Background: an optimization exercise with open tools, aiming at small area, a short achievable clock period and few clock cycles. Do not read the settings as production practice.
No functional check of the RTL was part of any run shown here.
Power figures rest on the tool's default switching activity, not on a simulated workload.

[run.sh]
#!/bin/bash
# synth_recipe.tcl (not shown) runs the flow's synth.tcl, then flattens the netlist and writes it again
# the make line also repeats each setting of config.mk as NAME=value (left out here)
make -C /OpenROAD-flow-scripts/flow DESIGN_CONFIG=/design/flow/config.mk WORK_HOME=/design/flow/orfs CLKGATE_MAP_FILE= SYNTH_SCRIPT=/design/flow/synth_recipe.tcl finish
[config.mk]
export PLATFORM = sky130hd
export DESIGN_NAME = s88_scanner
export DESIGN_NICKNAME = s88_scanner
export VERILOG_FILES = /design/flow/design.v
export SDC_FILE = /design/flow/constraint.sdc
export NUM_CORES = 4
export LEC_CHECK = 0
export CAP_MARGIN = 20
export CORE_MARGIN = 2
export CORE_UTILIZATION = 40
export SETUP_SLACK_MARGIN = 5
export SLEW_MARGIN = 20
[constraint.sdc]
create_clock -name core_clock -period 10.0 [get_ports {clk}]
set_input_delay 2.0000 -clock core_clock [delete_from_list [all_inputs] [get_ports {clk}]]
set_output_delay 2.0000 -clock core_clock [all_outputs]
set_load 0.01 [all_outputs]
[design.v]
module s88_scanner (
    input  wire        clk,
    input  wire        rst,           
    input  wire        cmd_valid,
    input  wire        cmd_enable,
    input  wire [7:0]  cmd_mc,
    output wire        cmd_ready,
    output wire        req_valid,
    output wire        req_start,
    output wire [5:0]  req_want,
    input  wire        bat_valid,
    input  wire [31:0] bat_value,
    input  wire [5:0]  bat_n,
    output reg         ev_valid,
    output reg  [7:0]  ev_addr,
    output wire [1:0]  ev_state,
    input  wire        ev_ready
);
    reg [31:0] w0, w1, w2, w3;
    reg [1:0]  ph;
    reg [2:0]  hw_w;                
    reg [4:0]  hw_b;
    reg        enabled;
    reg [3:0]  mcm;                 
    reg [1:0]  pq;                  
    reg        vld;                 
    reg [31:0] v;                   
    reg [5:0]  take;                
    reg [5:0]  p;                   
    reg [4:0]  sh;                  
    reg        ev_st;               
    reg        e1_v;                
    reg [7:0]  e1_addr;
    reg        e1_st;
    assign ev_state = {ev_st, ~ev_st};
    wire [1:0] lastw = mcm[3:2];
    wire       want_full = (pq != lastw);
    wire [5:0] want = want_full ? 6'd32 : {3'd1 + {1'b0, mcm[1:0]}, 3'b000};
    assign req_start = (pq == 2'd0);
    assign req_want  = want;
    wire       work = vld && (sh == 5'd0);
    wire       unk_word = (hw_w == {1'b0, ph});
    wire [5:0] e = unk_word ? {1'b0, hw_b} : 6'd32;
    wire [31:0] x = v ^ w0;
    reg  [31:0] m;
    integer j;
    always @* begin
        for (j = 0; j < 32; j = j + 1)
            m[j] = work && (j >= p) && (j < take) && (x[j] || (j >= e));
    end
    reg  [31:0] pre;                
    reg  [31:0] lo;
    reg  [4:0]  idx;
    always @* begin
        pre[0] = 1'b0;
        for (j = 1; j < 32; j = j + 1)
            pre[j] = pre[j-1] | m[j-1];
        lo = m & ~pre;
        idx = 5'd0;
        for (j = 0; j < 32; j = j + 1)
            if (lo[j]) idx = idx | j[4:0];
    end
    wire       any   = |m;
    wire       multi = |(m & pre);
    wire       lo_v  = |(lo & v);
    wire [5:0] idx1  = {1'b0, idx} + 6'd1;
    wire [7:0] addr  = {1'b0, ph, 5'd0} + {2'd0, idx1};
    wire slot0 = !ev_valid || ev_ready;
    wire can   = !e1_v || slot0;
    wire emit  = any && can;
    wire done  = work && (!any || (!multi && can));
    wire done_r = work && (!any || (!multi && !e1_v));
    assign req_valid = enabled && (vld ? (done_r && (ph + 2'd1 == pq)) : (ph == pq));
    assign cmd_ready = !vld;
    wire acc = req_valid && bat_valid;
    wire rot = done || (!vld && (ph != pq));
    wire [5:0] take_w = (bat_n >= want) ? want : bat_n;
    wire       part_w = !bat_n[5];                  
    wire       ce_w   = part_w || !want_full;
    reg  [31:0] tk;
    always @* for (j = 0; j < 32; j = j + 1) tk[j] = vld && (j < take);
    always @(posedge clk) begin
        if (rot) begin
            w0 <= w1; w1 <= w2; w2 <= w3;
            w3 <= (v & tk) | (w0 & ~tk);
        end
    end
    always @(posedge clk) begin
        if (acc) begin
            v    <= bat_value;
            take <= take_w;
            sh   <= (part_w && bat_n[4:0] != 5'd0) ? (5'd0 - bat_n[4:0]) : 5'd0;
        end else if (vld && sh != 5'd0) begin
            v  <= {1'b0, v[31:1]};
            sh <= sh - 5'd1;
        end
        if (acc)
            p <= 6'd0;
        else if (emit)
            p <= idx1;
        if (slot0) begin
            if (e1_v) begin
                ev_addr <= e1_addr;
                ev_st   <= e1_st;
            end else if (emit) begin
                ev_addr <= addr;
                ev_st   <= lo_v;
            end
        end
        if (emit && (e1_v || !slot0)) begin
            e1_addr <= addr;
            e1_st   <= lo_v;
        end
    end
    always @(posedge clk) begin
        if (rst) begin
            enabled  <= 1'b0;
            vld      <= 1'b0;
            ev_valid <= 1'b0;
            e1_v     <= 1'b0;
        end else begin
            if (slot0) begin
                ev_valid <= e1_v || emit;
                e1_v     <= e1_v && emit;
            end else if (emit) begin
                e1_v     <= 1'b1;
            end
            if (done && unk_word && take > {1'b0, hw_b}) begin
                if (take[5]) begin
                    hw_w <= hw_w + 3'd1;
                    hw_b <= 5'd0;
                end else begin
                    hw_b <= take[4:0];
                end
            end
            if (rot)
                ph <= ph + 2'd1;
            if (acc) begin
                vld <= 1'b1;
                pq  <= ce_w ? 2'd0 : pq + 2'd1;
            end else if (done) begin
                vld <= 1'b0;
            end
            if (cmd_valid && cmd_ready) begin
                if (cmd_enable) begin
                    if (!enabled && cmd_mc >= 8'd1 && cmd_mc <= 8'd16) begin
                        enabled <= 1'b1;
                        mcm     <= cmd_mc[3:0] - 4'd1;
                        hw_w    <= 3'd0;
                        hw_b    <= 5'd0;
                        pq      <= 2'd0;
                        ph      <= 2'd0;
                    end
                end else begin
                    enabled <= 1'b0;
                end
            end
        end
    end
endmodule
==> impl_metrics.tcl, run 1 <==
set metrics [dict create \
    rr_startpoint "hw_w[1]" \
    netlist_instances 1033 \
    die_y_um 176 \
    async_flop_share_pct 0 \
    port_buffers 68 \
    coreArea_um2 29400 \
    power.share.sequential_pct 52.0 \
    netSwitchingFraction_pct 28.1 \
    ys_warn_count 1 \
    grt_pass1_wl_um 56400 \
    antenna_left 0 \
    antenna_found_initial 1 \
    cts-root-buf "clkbuf_16" \
    min_period_over_period_pct 59.7 \
    drt_iter0_markers 905 \
    power_leakage_nw 5.39 \
    numCtsBuffers 23 \
    r2r_setup_slack_ps 5160 \
    nNetsFinal 1243 \
    grt_usage_pct 24.0 \
    hold_end "w1[30]" \
    cp_top_family "simple AND/OR/NAND/NOR gates" \
    cts.sinks 215 \
    finalHoldViolCount 0 \
    switchingPower_w 0.000827 \
    relSlewSlack_pct 40.9 \
    drtPass1Iterations 5 \
    worstHoldPathCells 0 \
    route.detailed.drc 0 \
    worst-path-max-fanout 5 \
    clk_latency_ps 530 \
    period_needed_ps 5970 \
    ir_drop_mv 0.143 \
    cp_data_required_time_ps 8000 \
    fin_setup_tns_ps 0 \
    cts_hold_buf 0 \
    max_freq_ghz 0.167 \
    p_int_w 0.00212 \
    wire_per_inst_um 23.8 \
    htree_levels 1 \
    globalplace.congestion 1.00 \
    drive_gt1_share_pct 23.2 \
    mappedNetlistArea_um2 11900 \
    die_x_um 176 \
    slowest_stage "edfxtp_1" \
    worstPathArrival_ps 3970 \
    crit_type "register to output port" \
    grt_start_max_net_pins 72 \
    rows 63 \
    viasPerCell 5.92 \
    cts_tree "done" \
    seq_area_frac_synth_pct 53.6 \
    grt_remaining_overflow 0 \
    critPathCaptureType "output port" \
    hp-start "w2[30]" \
    ctsLongestPathBuffers 3 \
    drv_slew 0 \
    critical-path-max-stage-delay_ps 480 \
    critPathLaunchType "register" \
    finClkSkew_ps 7.81 \
    combPwrFrac_pct 20.6 \
    path_clk_slew_ps 60 \
    io_pins 72 \
    reg2reg_to "ph[0]" \
    maxCapViolCount 0 \
    rsz0062_at_grt "yes" \
    via_count 9307 \
    dpl.hpwl_um 24800 \
    drt_wl_total_um 37500 \
    die_area_um2 31000 \
    syn_area_per_cell_um2 11.5 \
    ys_types 95 \
    initial_utilization_pct 40.3 \
    power_frac_clock_pct 27.4 \
    rr_worst_depth 14 \
    setup_viol 0 \
    crit_buf_inv 5 \
    synth_edf_count 205 \
    cp_cell_sequence "buf_12, buf_4, buf_4, and3_1, a21oi_1, nor4_4, buf_4, nor4_4, nor3b_1, nand3_1, o22ai_1, a21oi_2, nor4b_4, o211a_1, buf_2" \
    outcome "complete, no violations" \
    synth-seq-cells 215 \
    final_util_pct 50.4 \
    hp-class "register to register" \
    cpMostUsedCell "buf_4" \
    tightest_slew_ps 879 \
    grt_pass1_vias 9076 \
    power_density_nw_per_um2 199 \
    synth_flop_cell "edfxtp_1" \
    areaGrowthSynthToFinish_pct 25.1 \
]
## metal layers
layer / wire, um / GRT usage (%)
met1: 16300 / 34.4
met2: 15900 / 36.2
met3: 3140 / 3.77
met4: 2090 / 10.4
met5: 0 / 0
## metrics by stage
step | total power, W | cells | cell area, um^2 | worst slack (ps) | hold WS (ps)
6_report | 0.00295 | 1573 | 14800 | 4030 | 413
5_1_grt | 0.00308 | 1572 | 14800 | 3820 | 420
3_3_place_gp | 0.00206 | 1447 | 12900 | 3370 | 401
3_5_place_dp | 0.00207 | 1447 | 12900 | 3310 | 405
2_1_floorplan | 0.00188 | 1035 | 12000 | 4980 | 400
4_1_cts | 0.00296 | 1565 | 14600 | 4110 | 415
## registers in the layout, indices dropped and copies added (netlist names)
| register | count |
|---|---|
| v | 32 |
| mcm | 4 |
| pq | 2 |
| take | 6 |
| e1_st | 1 |
| e1_addr | 8 |
| ev_valid | 1 |
| w1 | 32 |
| e1_v | 1 |
| w3 | 32 |
| p | 6 |
| ev_st | 1 |
| enabled | 1 |
| w0 | 32 |
| ev_addr | 8 |
| w2 | 32 |
| sh | 5 |
| hw_w | 3 |
| vld | 1 |
| ph | 2 |
| hw_b | 5 |
## synth_stat cells (5+ instances only)
cell type	instances	area share, %
o21ai_0	48	2.0
o211ai_1	5	0.32
edfxtp_1	205	52
a31o_2	6	0.44
ha_1	21	2.2
a21oi_1	46	1.9
xnor2_1	16	1.2
o31ai_1	7	0.44
or2_2	10	0.53
nand4_1	9	0.48
buf_4	7	0.44
mux2_2	36	3.4
nor2b_1	5	0.26
inv_1	33	1.0
nand3_1	28	1.2
o21ai_1	12	0.51
a41oi_1	7	0.52
nor3_1	30	1.3
a31oi_1	10	0.53
o2111a_1	7	0.67
and2_1	9	0.48
nor3b_1	6	0.38
buf_2	20	0.84
dfxtp_1	10	1.7
a21o_1	9	0.57
and3_1	10	0.53
mux2i_1	11	0.93
nand2_1	85	2.7
nor4_1	15	0.79
nand2b_1	8	0.42
xor2_1	31	2.3
or3_1	11	0.58
a41o_1	6	0.51
o21a_1	10	0.63
nor2_1	75	2.4
clkbuf_1	23	0.73
a211oi_1	7	0.44
mux2_1	28	2.7
## worst max-delay path by stage
stage / start / endpoint / slack, ps / cells after the start
after floorplan: take[3] / req_valid / 4980 / 13
after global placement: take[3] / req_valid / 3370 / 11
after detailed placement: take[3] / req_valid / 3310 / 11
after CTS: take[4] / req_valid / 4110 / 12
after global routing: take[2] / req_valid / 3820 / 13
final: take[4] / req_valid / 4030 / 15
## power by group through the flow
| stage | combinational [W] | clock, W | sequential [W] |
|---|---|---|---|
| 6_report | 0.000607 | 0.000806 | 0.00153 |
| 5_1_grt | 0.000654 | 0.000864 | 0.00156 |
| 4_1_cts | 0.000590 | 0.000831 | 0.00154 |
| 3_5_place_dp | 0.000495 | 0 | 0.00157 |
| 3_3_place_gp | 0.000502 | 0 | 0.00155 |
| 2_1_floorplan | 0.000353 | 0 | 0.00152 |
## cell type report
class | instances | area, um^2
Timing Repair Buffer | 169 | 1550
Inverter | 34 | 131
Fill cell | 2617 | 14600
Clock buffer | 31 | 636
Clock inverter | 6 | 67.6
Sequential cell | 215 | 6360
Multi-Input combinational cell | 727 | 5590
Antenna cell | 1 | 2.50
Tap cell | 390 | 488
## worst reg2reg max path: cells and delay by family (launching register included)
family                 cells  cell delay [ps]
AO/OA/AOI/OAI              4             1280
XOR/XNOR                   2              620
buffers and inverters      3              800
flip-flops                 1              440
AND/OR/NAND/NOR            5             1430
## cells by family after synthesis
logic type / after synthesis / share of synthesized area [%]
and+or+nand+nor: 336 / 14.9
AOI/OAI and AO/OA: 237 / 14.2
DFF: 215 / 53.6
buffers and inverters: 94 / 3.77
muxes: 75 / 7.01
xor gates and xnor gates: 51 / 4.02
adders and majority gates: 24 / 2.47
other: 1 / 0.0316
## placed cells by master (no fill, tap or decap), types with 10 or more instances in the layout
cell type,instances
inv_1,32
o21ai_1,10
nand2_1,82
nor2_1,68
mux2_2,36
ha_1,21
xor2_1,31
buf_4,91
or2_2,10
mux2_1,28
edfxtp_1,205
o21ai_0,45
nor3_1,26
nand3_1,28
a21oi_1,41
clkdlybuf4s50_1,67
nor4_1,11
mux2i_1,11
clkbuf_16,23
xnor2_1,16
## timing repair
action                                  4_1_cts  5_1_grt
gates resized for setup                      67       24
gates cloned                                  2        1
buffers inserted                             79        6
endpoints found under the setup margin      152       62
pin swaps                                    25       11
==> inputs of run 2 (changes only) <==
--- a/config.mk
+++ b/config.mk
@@ -9,4 +9,3 @@
 export CORE_MARGIN = 2
 export CORE_UTILIZATION = 40
-export SETUP_SLACK_MARGIN = 5
 export SLEW_MARGIN = 20
==> run 2 against run 1 <==
  * Still clean on timing, DRC and antenna
  * Cell count fell by 5.4%
  * Non-clock buffer count fell by 89
  * Global-route usage up 0.23 points
  * Wire length grew 0.63%
  * Count of clock-buffer cells in the layout is 1 higher
  * Register-to-register slack lost 1800 ps
  * Synthesized cell count did not move
  * Via count decreased by 6.1%
  * Clock power is 5.7% higher
  * Critical path type unchanged
  * Critical endpoint unchanged
  * Largest cell class unchanged
  * Largest power group unchanged
  * Highest routed layer unchanged
==> impl_metrics.tcl, run 2 <==
set metrics [dict create \
    outcome "complete, no violations" \
    synthDominantCellAreaShare_pct 51.9 \
    grt_start_max_net_pins 68 \
    route.detailed.drc 0 \
    critical-path-max-stage-delay_ps 750 \
    seq_area_frac_synth_pct 53.6 \
    relSlewSlack_pct 28.7 \
    drtPass1Iterations 7 \
    areaGrowthSynthToFinish_pct 14.5 \
    rows 63 \
    synth_most_common_cell "edfxtp_1" \
    cp_cell_sequence "or4_1, o21ai_1, a211oi_1, nor3_2, nand4_1, nand4b_2, o32ai_2, o2111ai_2, nor4b_2, o211a_1, clkdlybuf4s50_1" \
    final_common_cell "edfxtp_1" \
    synth_mux_area_share_pct 7.01 \
    power_leakage_nw 4.84 \
    die_y_um 176 \
    period_needed_ps 7790 \
    critPathLaunchType "register" \
    drive_gt1_share_pct 11.7 \
    max_freq_ghz 0.128 \
    io_pins 72 \
    ctsLongestPathBuffers 3 \
    drv_slew 0 \
    path_clk_slew_ps 70 \
    netlist_instances 1033 \
    yosys.area_share.adder_pct 2.47 \
    top_layer_used "met4" \
    ys_types 95 \
    synthTopCellsByCount "205 x edfxtp_1, 85 x nand2_1, 75 x nor2_1, 48 x o21ai_0, 46 x a21oi_1" \
    crit_type "register to output port" \
    cts.sinks 215 \
    synth-compound-area-share_pct 14.2 \
    critPathCaptureType "output port" \
    finalHoldViolCount 0 \
    synth_area_leader_cell "edfxtp_1" \
    synth-seq-cells 215 \
    fin_total_pwr_w 0.00292 \
    htree_levels 1 \
    synth_flop_cell "edfxtp_1" \
    nNetsFinal 1154 \
    dpl.hpwl_um 27500 \
    slowest_stage "or4_1" \
    synth-simple-area-share_pct 14.9 \
    drt-met1-wl_um 17800 \
    grt_pass1_vias 8526 \
    setup_viol 0 \
    worst-path-max-fanout 21 \
    finClkSkew_ps 21.5 \
    wl_met2_um 17000 \
    cp_data_required_time_ps 8000 \
    synth_area_leaders "edfxtp_1 52%, mux2_2 3.4%, nand2_1 2.7%, mux2_1 2.7%, nor2_1 2.4%" \
    initial_utilization_pct 40.3 \
    hp-class "register to register" \
    tightest_slew_ps 1060 \
    antenna_left 0 \
    cts_tree "done" \
    fin_setup_tns_ps 0 \
    cts_resized 0 \
    crit_start "take[2]" \
    async_flop_share_pct 0 \
    cts_hold_buf 0 \
    port_buffers 68 \
    n_antenna_cell 0 \
    min_period_over_period_pct 77.9 \
    drt_wl_total_um 37700 \
    wire_per_inst_um 25.4 \
    hp-start "w2[3]" \
    viasPerCell 5.88 \
    die_area_um2 31000 \
    clk_latency_ps 540 \
    globalplace.congestion 0.991 \
    rr_startpoint "take[2]" \
    layout_common_cells "205 x edfxtp_1, 85 x nand2_1, 75 x nor2_1" \
    grt_usage_pct 24.3 \
    drt_iter0_markers 981 \
    antenna_found_initial 0 \
    ys_warn_count 1 \
    syn_area_per_cell_um2 11.5 \
    numCtsBuffers 24 \
    grt_remaining_overflow 0 \
    power_density_nw_per_um2 215 \
    cts-root-buf "clkbuf_16" \
    ir_drop_mv 0.131 \
    mappedNetlistArea_um2 11900 \
    worstHoldPathCells 0 \
    synth_top_family_by_area "simple AND/OR/NAND/NOR gates" \
    maxCapViolCount 0 \
    die_x_um 176 \
    met3WireLength_um 1780 \
    worstPathArrival_ps 5790 \
    synthXorXnorAreaFrac_pct 4.02 \
    cts_setup_buffers 0 \
    rr_worst_depth 13 \
    rsz0062_at_grt "no" \
    synth_edf_count 205 \
    coreArea_um2 29400 \
    grt_pass1_wl_um 56100 \
    via_count 8742 \
]
-- run 2: routing by layer --
layer  up-vias  global-route usage [%]
met5         -                       0
met4         0                    7.02
met3        66                    3.08
met2       283                    38.3
met1      4334                    35.1
li1       4059                       -
-- run 2: report_power, final --
| group | leakage (nW) | switching, W | internal [W] |
|---|---|---|---|
| clock | 0.363 | 0.000362 | 0.000490 |
| combinational | 2.39 | 0.000329 | 0.000176 |
| sequential | 2.08 | 0.000131 | 0.00143 |
| total | 4.84 | 0.000821 | 0.00210 |
-- run 2: kinds of logic after synthesis --
kind of cell,Yosys count
compound gates,237
xor+xnor,51
fa+ha+maj,24
buf+inv,94
flops,215
mux,75
other cells,1
simple gates,336
-- run 2: critical path: cells and delay by family (launching register included) --
| family | cells | cell delay [ps] |
|---|---|---|
| compound gates | 5 | 1280 |
| buf+inv | 1 | 550 |
| flops | 1 | 710 |
| simple gates | 5 | 2710 |
-- run 2: final timing paths --
check | end | slack, ps
worst max-delay path | req_valid | 2210
worst min-delay path | w1[3] | 410
worst min register to register | w1[3] | 410
worst max register to register | v[28] | 3380
-- run 2: layout make-up --
class | count | area [um^2]
clock inverter | 11 | 95.1
sequential | 215 | 6360
tap | 390 | 488
timing repair buffer | 80 | 771
multi-input combinational | 726 | 5080
inverter | 34 | 128
clock buffer | 32 | 661
fill | 2694 | 15800
-- run 2: stage by stage --
step | hold slack, ps | std cells | setup WS [ps] | instance area (um^2) | util [%]
detailed placement | 405 | 1445 | 2860 | 12800 | 43.6
finish | 412 | 1488 | 2210 | 13600 | 46.2
floorplan | 400 | 1035 | 3860 | 11900 | -
CTS | 414 | 1488 | 2270 | 13600 | 46.2
global placement | 400 | 1445 | 3010 | 12800 | 43.6
global route | 420 | 1488 | 1930 | 13600 | 46.2

==> re-timing with driven ports <==
The flow's constraints put no driver on any port. The routed layouts listed below were extracted and timed again, unchanged, in two steps. Step 1 (the two cells are an assumption about what drives the block):
set clk [get_ports {clk}]
set_driving_cell -lib_cell sky130_fd_sc_hd__clkbuf_16 $clk
set_driving_cell -lib_cell sky130_fd_sc_hd__buf_2 [delete_from_list [all_inputs] $clk]
Step 2 times the ports against the registers' clock, not the clock port: input delays grow and output delays shrink by t, the midpoint of the rising clock arrivals with the driver on. Slacks: no drivers / after step 1 / after step 2; pairs: no drivers / after step 1.
run | shift t [ns] | setup WS [ns] | worst hold slack (ns) | clock arrival spread, ns | worst register clock-pin slew, ns
run 1 | 0.573 | 4.029 / 3.979 / 4.552 | 0.413 / 0.413 / 0.413 | 0.008 / 0.008 | 0.06 / 0.06
run 2 | 0.580 | 2.209 / 2.157 / 2.737 | 0.412 / 0.412 / 0.412 | 0.022 / 0.022 | 0.07 / 0.07
After both steps setup and hold are still met in every run listed.
